Source: an optimization exercise on an open RTL-to-GDS flow (aim: small area, a short achievable clock period and few clock cycles per item). Production flows keep margins and buffers that such runs may drop.
No functional check of the RTL was part of this run.
Power is estimated from default activity; no workload was simulated.

==> design.v <==
module monarco_conv (
    input  wire        clk,
    input  wire        rst,
    input  wire        in_valid,
    output wire        in_ready,
    input  wire [31:0] in_word,
    input  wire [63:0] in_payload,
    output reg         out_valid,
    input  wire        out_ready,
    output reg  [15:0] out_code,
    output reg  [2:0]  out_status,
    output reg  [1:0]  out_warn
);
    localparam [1:0] OP_DUTY = 2'd0;
    localparam [1:0] OP_AOUT = 2'd1;
    localparam [1:0] OP_FREQ = 2'd2;
    localparam [2:0] PH_MUL  = 3'd0;    
    localparam [2:0] PH_CMP  = 3'd1;    
    localparam [2:0] PH_DIV  = 3'd2;    
    localparam [2:0] PH_EQ   = 3'd3;    
    localparam [2:0] PH_FIN  = 3'd4;    
    localparam [2:0] PH_PEND = 3'd5;    
    reg        busy;
    reg [1:0]  op;
    reg [2:0]  ph;
    reg [4:0]  cnt;
    reg signed [32:0] R;
    reg [23:0] L;
    reg [31:0] D;
    reg [31:0] N;
    reg [3:0]  m10;       
    wire [7:0]  opcode = in_word[31:24];
    wire [3:0]  index  = in_word[3:0];
    wire [31:0] num    = in_payload[63:32];
    wire [31:0] den    = in_payload[31:0];
    wire is_duty = (opcode == 8'h12);
    wire is_freq = (opcode == 8'h13);
    wire is_aout = (opcode == 8'h14);
    wire known   = is_duty | is_freq | is_aout;
    wire resv    = |in_word[23:4];
    wire idx_bad = is_duty ? (index[3:2] != 2'b00) : (index[3:1] != 3'b000);
    wire den0    = (den == 32'd0);
    wire num_neg = num[31];
    wire num0    = (num == 32'd0);
    reg        imm;
    reg [20:0] imm_res;
    always @(*) begin
        imm     = 1'b1;
        imm_res = 21'd0;
        if (!known)        imm_res = {3'd1, 18'd0};
        else if (resv)     imm_res = {3'd2, 18'd0};
        else if (idx_bad)  imm_res = {3'd3, 18'd0};
        else if (den0)     imm_res = {3'd4, 18'd0};
        else if (is_duty) begin
            if (num_neg)   imm_res = {3'd4, 18'd0};
            else if (num0) imm_res = 21'd0;
            else           imm = 1'b0;
        end else if (is_aout) begin
            if (num_neg)   imm_res = {3'd0, 2'b01, 16'd0};
            else if (num0) imm_res = 21'd0;
            else           imm = 1'b0;
        end else begin
            if (num_neg | num0 | den[31]) imm_res = 21'd0;
            else           imm = 1'b0;
        end
    end
    reg [1:0] mdig;       
    always @(*) begin
        case (cnt[2:0])
        3'd0: mdig = 2'd2;
        3'd1: mdig = 2'd0;
        3'd2: mdig = 2'd1;
        3'd3: mdig = 2'd0;
        3'd4: mdig = 2'd2;
        3'd5: mdig = 2'd2;
        3'd6: mdig = 2'd3;
        default: mdig = 2'd2;
        endcase
    end
    wire        l_in  = (ph == PH_DIV) ? L[23] : 1'b0;
    wire [35:0] A     = {{2{R[32]}}, R, l_in};               
    wire        prep  = (op == OP_AOUT) && (ph == PH_MUL);
    wire        nz12  = |R[11:0];
    reg  [35:0] B;
    reg         cin;
    always @(*) begin
        B   = 36'd0;
        cin = 1'b0;
        case (ph)
        PH_DIV: begin B = ~{4'd0, D}; cin = 1'b1; end
        PH_CMP: begin B = ~{3'd0, N, 1'b0}; cin = 1'b1; end
        default: begin
            if (prep) begin
                if (cnt[0] == 1'b0) begin
                    B   = ~{16'd0, R[31:12], nz12};
                    cin = ~nz12;
                end
            end else begin
                case (mdig)
                2'd1: B = {3'd0, N, 1'b0};
                2'd2: B = {2'd0, N, 2'b0};
                2'd3: begin B = ~{3'd0, N, 1'b0}; cin = 1'b1; end
                default: B = 36'd0;
                endcase
            end
        end
        endcase
    end
    wire [35:0] S   = A + B + {35'd0, cin};
    wire        qb  = ~S[35];                   
    wire [4:0]  v10 = {m10, qb};
    wire        t10 = (v10 >= 5'd10);
    wire [3:0]  m10n = t10 ? (v10 - 5'd10) : v10[3:0];
    wire [15:0] qd   = L[15:0];
    wire [15:0] qd1  = L[15:0] - 16'd1;
    wire [15:0] ta   = {L[14:0], t10};
    wire        a_hi = (ta >= 16'd4095);
    wire [22:0] Z    = L[22:0];
    wire        rz   = (R[31:0] == 32'd0);
    wire f_lt1  = (Z > 23'd8000000) | ((Z == 23'd8000000) & ~rz);
    wire f_t1   = (Z > 23'd800000)  | ((Z == 23'd800000)  & ~rz);
    wire f_t2   = (Z > 23'd80000)   | ((Z == 23'd80000)   & ~rz);
    wire f_t3   = (Z > 23'd8000)    | ((Z == 23'd8000)    & ~rz);
    wire f_hi   = (Z < 23'd80)      | ((Z == 23'd80)      & rz);
    reg  [15:0] fcode;
    always @(*) begin
        if (f_lt1 | f_hi) fcode = 16'd0;
        else if (f_t1)    fcode = {Z[22:9], 2'd3};
        else if (f_t2)    fcode = {Z[19:6], 2'd2};
        else if (f_t3)    fcode = {Z[16:3], 2'd1};
        else              fcode = {Z[13:0], 2'd0};
    end
    wire div_last = (ph == PH_DIV) && (cnt == 5'd0);
    wire last = busy && ((ph == PH_CMP && op == OP_DUTY) ||
                         (div_last && op == OP_AOUT) ||
                         (ph == PH_FIN) || (ph == PH_EQ) || (ph == PH_PEND));
    assign in_ready = ~busy | (last & ~out_valid);
    wire slot_free = ~out_valid | out_ready;
    wire accept    = in_valid & in_ready;
    reg        fin;
    reg [20:0] res;
    always @(*) begin
        fin = 1'b0;
        res = 21'd0;
        if (busy) begin
            case (ph)
            PH_CMP: begin
                if (op == OP_DUTY) begin
                    fin = 1'b1;
                    res = {5'd0, qb ? qd : qd1};
                end else if (qb) begin       
                    fin = 1'b1;
                    res = {3'd0, 2'b10, 16'd4095};
                end
            end
            PH_DIV: begin
                if (cnt == 5'd16 && op == OP_DUTY && qb) begin
                    fin = 1'b0;              
                end else if (cnt == 5'd23 && op == OP_FREQ && qb) begin
                    fin = 1'b1;              
                    res = 21'd0;
                end else if (cnt == 5'd0 && op == OP_AOUT) begin
                    fin = 1'b1;
                    res = a_hi ? {3'd0, 2'b10, 16'd4095} : {5'd0, ta};
                end
            end
            PH_EQ: begin
                fin = 1'b1;
                res = (R[31:0] == 32'd0) ? {5'd0, 16'hFFFF} : {3'd4, 18'd0};
            end
            PH_FIN: begin
                fin = 1'b1;
                res = {5'd0, fcode};
            end
            PH_PEND: begin
                fin = 1'b1;
                res = L[20:0];
            end
            default: ;
            endcase
        end
    end
    wire stall = fin & ~slot_free;
    wire done  = fin & slot_free;
    always @(posedge clk) begin
        if (rst) begin
            busy      <= 1'b0;
            out_valid <= 1'b0;
        end else begin
            if (out_valid & out_ready)
                out_valid <= 1'b0;
            if (done) begin
                out_valid  <= 1'b1;
                {out_status, out_warn, out_code} <= res;
            end else if (accept & imm & ~busy & slot_free) begin
                out_valid  <= 1'b1;
                {out_status, out_warn, out_code} <= imm_res;
            end
            if (accept) begin
                D   <= is_freq ? num : den;
                N   <= is_duty ? num : den;
                m10 <= 4'd0;
                if (imm) begin
                    busy <= ~(~busy & slot_free);
                    ph   <= PH_PEND;
                    L    <= {3'd0, imm_res};
                end else if (is_duty) begin
                    busy <= 1'b1;
                    op   <= OP_DUTY;
                    ph   <= PH_DIV;
                    cnt  <= 5'd16;
                    R    <= {2'b00, num[31:1]};
                    L    <= {num[0], 23'd0};
                end else if (is_aout) begin
                    busy <= 1'b1;
                    op   <= OP_AOUT;
                    ph   <= PH_MUL;
                    cnt  <= 5'd0;
                    R    <= {1'b0, num};
                    L    <= {(~num[11:0]) + 12'd1, 12'd0};
                end else begin
                    busy <= 1'b1;
                    op   <= OP_FREQ;
                    ph   <= PH_MUL;
                    cnt  <= 5'd0;
                    R    <= 33'd0;
                    L    <= 24'd0;
                end
            end else if (busy & ~stall) begin
                if (done)
                    busy <= 1'b0;
                case (ph)
                PH_MUL: begin
                    R   <= S[35:3];
                    L   <= {S[2:1], L[23:2]};
                    cnt <= cnt + 5'd1;
                    if (op == OP_AOUT) begin
                        if (cnt[0]) ph <= PH_CMP;
                    end else if (cnt == 5'd7) begin
                        ph  <= PH_DIV;
                        cnt <= 5'd23;
                    end
                end
                PH_CMP: begin
                    ph  <= PH_DIV;
                    cnt <= 5'd15;
                end
                PH_DIV: begin
                    R   <= qb ? S[32:0] : {R[31:0], L[23]};
                    L   <= {L[22:0], (op == OP_AOUT) ? t10 : qb};
                    m10 <= m10n;
                    cnt <= cnt - 5'd1;
                    if (op == OP_DUTY && cnt == 5'd16 && qb)
                        ph <= PH_EQ;
                    else if (cnt == 5'd0)
                        ph <= (op == OP_FREQ) ? PH_FIN : PH_CMP;
                end
                default: ;
                endcase
            end
        end
    end
endmodule
==> run.sh <==
#!/bin/bash
# synth_recipe.tcl (not shown) runs the flow's synth.tcl, then flattens the netlist and writes it again
# the make line also repeats each setting of config.mk as NAME=value (left out here)
make -C /OpenROAD-flow-scripts/flow DESIGN_CONFIG=/design/flow/config.mk WORK_HOME=/design/flow/orfs CLKGATE_MAP_FILE= SYNTH_SCRIPT=/design/flow/synth_recipe.tcl finish
==> config.mk <==
export PLATFORM = sky130hd
export DESIGN_NAME = monarco_conv
export DESIGN_NICKNAME = monarco_conv
export VERILOG_FILES = /design/flow/design.v
export SDC_FILE = /design/flow/constraint.sdc
export NUM_CORES = 4
export LEC_CHECK = 0
export CAP_MARGIN = 20
export CORE_MARGIN = 2
export CORE_UTILIZATION = 40
export SLEW_MARGIN = 20
==> constraint.sdc <==
create_clock -name core_clock -period 10.0 [get_ports {clk}]
set_input_delay 2.0000 -clock core_clock [delete_from_list [all_inputs] [get_ports {clk}]]
set_output_delay 2.0000 -clock core_clock [all_outputs]
set_load 0.01 [all_outputs]
==> run summary <==
-- layout by cell type (no fill, tap or decap), types with 6 or more instances in the layout --
cell type	netlist	layout
a221oi_1	23	23
clkbuf_16	0	17
xor2_1	48	48
o22a_1	12	12
o21a_1	9	9
xnor2_1	23	23
o21bai_1	6	6
ha_1	41	40
o22ai_1	54	53
a211oi_1	22	22
nor3_1	28	27
edfxtp_1	156	156
o21ai_0	104	104
nand2_1	257	255
mux2_2	37	37
clkdlybuf4s50_1	0	121
inv_1	24	23
o221ai_1	27	27
and3_1	9	9
o31ai_1	12	11
or2_2	7	7
a21o_1	16	15
o211ai_1	14	14
nand2b_1	14	14
inv_6	0	6
nor2b_1	6	6
nor2_1	108	107
a22oi_1	41	41
and2_1	10	7
a21oi_1	112	112
nand4_1	13	13
buf_4	1	23
mux2i_1	15	15
or4_1	6	6
a31oi_1	26	26
nor4_1	38	38
nand4b_1	6	6
nand3_1	31	31
-- worst max-delay path, stage by stage (launching register included) --
cell	delay (ps)
edfxtp_1	500
nand2b_1	270
or4_1	580
nand2b_1	650
nor2_1	300
a311oi_1	130
a21o_1	250
fa_1	470
nor2b_1	170
o31a_1	210
o31ai_1	130
o211ai_2	430
a41oi_2	240
a21oi_2	560
a21oi_1	140
a221o_1	410
nand3_1	760
mux2_2	470
-- registers in the layout, indices dropped and copies added (netlist names) --
| register | count |
|---|---|
| op | 2 |
| L | 24 |
| ph | 3 |
| out_code | 16 |
| m10 | 4 |
| out_valid | 1 |
| D | 32 |
| cnt | 5 |
| out_warn | 2 |
| N | 32 |
| R | 33 |
| out_status | 3 |
| busy | 1 |
-- layer usage --
| layer | share of wire [%] | wire, um | up-vias |
|---|---|---|---|
| met4 | 2.6 | 1210 | 0 |
| met3 | 7.7 | 3570 | 83 |
| met2 | 46 | 21300 | 641 |
| met5 | 0 | 0 | - |
| met1 | 44 | 20200 | 6263 |
| li1 | - | - | 5987 |
-- kinds of logic after synthesis --
group	after synthesis
flops	158
simple gates	556
buf+inv	150
xor+xnor	71
compound gates	522
fa+ha+maj	43
mux	52
-- per-stage QoR --
| step | hold slack [ps] | area (sq um) |
|---|---|---|
| finish | 570 | 15100 |
| global route | 601 | 15100 |
| CTS | 580 | 15100 |
| detailed placement | 564 | 14600 |
| global placement | 571 | 14600 |
| floorplan | 533 | 13100 |
-- worst min-delay path by stage --
stage                                        end  slack (ps)  cells past startpoint
final                     out_valid$_SDFFE_PP0P_         570                      2
after global routing      out_valid$_SDFFE_PP0P_         600                      2
after CTS                 out_valid$_SDFFE_PP0P_         580                      2
after detailed placement  out_valid$_SDFFE_PP0P_         560                      2
after global placement      m10[2]$_SDFFCE_PP0P_         570                      2
after floorplan                busy$_SDFFE_PP0P_         530                      2
-- area by class of cell --
| class | instances | share of cell area (%) |
|---|---|---|
| Clock buffer | 17 | 2.81 |
| Clock inverter | 15 | 0.909 |
| Inverter | 24 | 0.595 |
| Multi-Input combinational cell | 1244 | 51.7 |
| Sequential cell | 158 | 31.2 |
| Tap cell | 442 | 3.65 |
| Timing Repair Buffer | 144 | 9.14 |
-- power by group through the flow --
stage	Clock [uW]	Combinational [uW]	Sequential (uW)
floorplan	0	362	804
global placement	0	510	828
detailed placement	0	515	829
CTS	658	519	814
global route	682	578	819
finish	653	528	815
==> flow_summary.json <==
{
  "dieHeight_um": 185,
  "synth_edf_count": 156,
  "slew_viol_final": 0,
  "cp_max_fo": 22,
  "swShare_pct": 33.5,
  "post-route-period-util_pct": 69.6,
  "clock_latency_ps": 460,
  "synth_fa_ha_area_share_pct": 4.22,
  "clock_path_buffers": 2,
  "use_met1_pct": 37.2,
  "synthArstFlopShare_pct": 0,
  "cts_hold_buf": 0,
  "clock_sinks": 158,
  "antenna_found_initial": 0,
  "seq_area_sq_mm": 0.00472,
  "power_density_mw_per_mm2": 132,
  "core_sq_mm": 0.0324,
  "tritoncts": "done",
  "rr_startpoint": "op[1]$_SDFFCE_PP0P_",
  "yosys.area_share.simple_pct": 19.6,
  "ff2ff_path_depth": 17,
  "leakage_uw": 0.00528,
  "grt_pass1_wl_mm": 71.4,
  "p_sw_uw": 669,
  "relSlewSlack_pct": 20.7,
  "drive_above_1_share_pct": 8.30,
  "ios": 123,
  "grt_pass1_vias": 12200,
  "dp_slack_ps": 3230,
  "yosys-top-cells-count": "nand2_1, edfxtp_1, a21oi_1",
  "use_met2_pct": 43.7,
  "met3_usage_pct": 4.36,
  "ys_seq_area_share_pct": 36.1,
  "ys_ff_latch": 158,
  "area_growth_pct": 15.5,
  "fill_cells": 3193,
  "netlist_area_sq_mm": 0.0131,
  "fin_cells": 2044,
  "die_area_sq_mm": 0.0342,
  "cts-htree-levels": 4,
  "setup_ws_ps": 3040,
  "yosysMostFrequentCell": "nand2_1",
  "synth_cells": 1552,
  "r2r_slack_ps": 3040,
  "drv_cap": 0,
  "viasPerCell": 6.35,
  "wl_per_cell_um": 22.6,
  "status": "finished clean",
  "port_buffers": 121,
  "grt_busiest_layer": "met2",
  "worstHoldStart": "out_valid$_SDFFE_PP0P_",
  "numCtsBuffers": 17,
  "drt_iter0_drc": 1484,
  "setup_viol": 0,
  "drt.antenna.violating_nets": 0,
  "syn_area_per_cell_sq_um": 8.44,
  "arrival_ps": 7150,
  "synth_top_family_by_area": "compound AO/OA/AOI/OAI gates",
  "seq_power_share_pct": 40.8,
  "first_pass_iters": 5,
  "diodes": 0,
  "fp-row-count": 66,
  "dieWidth_um": 185,
  "hold_class": "flip-flop to flip-flop",
  "yosys.cell_types.count": 82,
  "globalplace.congestion": 0.966,
  "path_clk_slew_ps": 70,
  "synthMuxAreaShare_pct": 4.32,
  "end_kind": "flip-flop",
  "rsz0062_at_grt": "no",
  "layout_min_cycle_time_ps": 6960,
  "hpwl_mm": 31.7,
  "worstSetupPathType": "flip-flop to flip-flop",
  "fmax_mhz": 144,
  "crit_start": "op[1]$_SDFFCE_PP0P_",
  "internal_power_uw": 1330,
  "crit_path_start_kind": "flip-flop",
  "grt_max_degree": 82,
  "synth_flop_cell": "edfxtp_1",
  "synth_top_area_cell": "edfxtp_1",
  "synth-xor-area-share_pct": 4.75,
  "synth_fp_nets": 1695,
  "finalHoldViolations": 0,
  "comb_power_share_pct": 26.4,
  "dp.cells": 2012,
  "grt_usage_pct": 27.2,
  "dr_total_vias": 13000,
  "start_util_pct": 40.5,
  "fin_setup_tns_ps": 0,
  "vdd.ir_drop.worst_mv": 0.122,
  "synth_compound_area_share_pct": 26.4,
  "synth_top_area_share_pct": 35.7,
  "drc": 0,
  "multi_input_area_sq_mm": 0.00782,
  "overflow": 0,
  "ys.warnings.count": 1,
  "clkPwrFrac_pct": 32.7,
  "r2r_end": "out_status[2]$_DFFE_PP_",
  "routed_wl_mm": 46.2,
  "nNetsFinal": 1732,
  "worstSetupEndpoint": "out_status[2]$_DFFE_PP_",
  "fin_util_pct": 46.8,
  "cts_resized": 0,
  "cp.required_ps": 10190,
  "synthTopCellsByArea": "edfxtp_1, nand2_1, a21oi_1",
  "root_buffer": "clkbuf_16",
  "fin_skew_ps": 11.0,
  "cts_setup_buffers": 0,
  "tightest_slew_ps": 1180,
  "total_power_uw": 2000
}

## port drivers added, routing unchanged
No port has a modelled driver above. Below, the same layout with a new extraction and two added sets of constraints. Step 1 (the two cells are an assumption about what drives the block):
set clk [get_ports {clk}]
set_driving_cell -lib_cell sky130_fd_sc_hd__clkbuf_16 $clk
set_driving_cell -lib_cell sky130_fd_sc_hd__buf_2 [delete_from_list [all_inputs] $clk]
Step 2 times the ports against the registers' clock, not the clock port: input delays grow and output delays shrink by t, the midpoint of the rising clock arrivals with the driver on. Slacks: ideal ports / drivers / drivers and shift; pairs: ideal ports / drivers.
t, ns: 0.508
setup WS [ns]: 3.043 / 3.043 / 3.043
worst hold slack (ns): 0.570 / 0.570 / 0.570
worst setup path after step 2: register to register
After both steps this run still meets setup and hold. For this run, drivers alone change the setup slack by 0.000 ns; drivers and shift together by 0.000 ns.
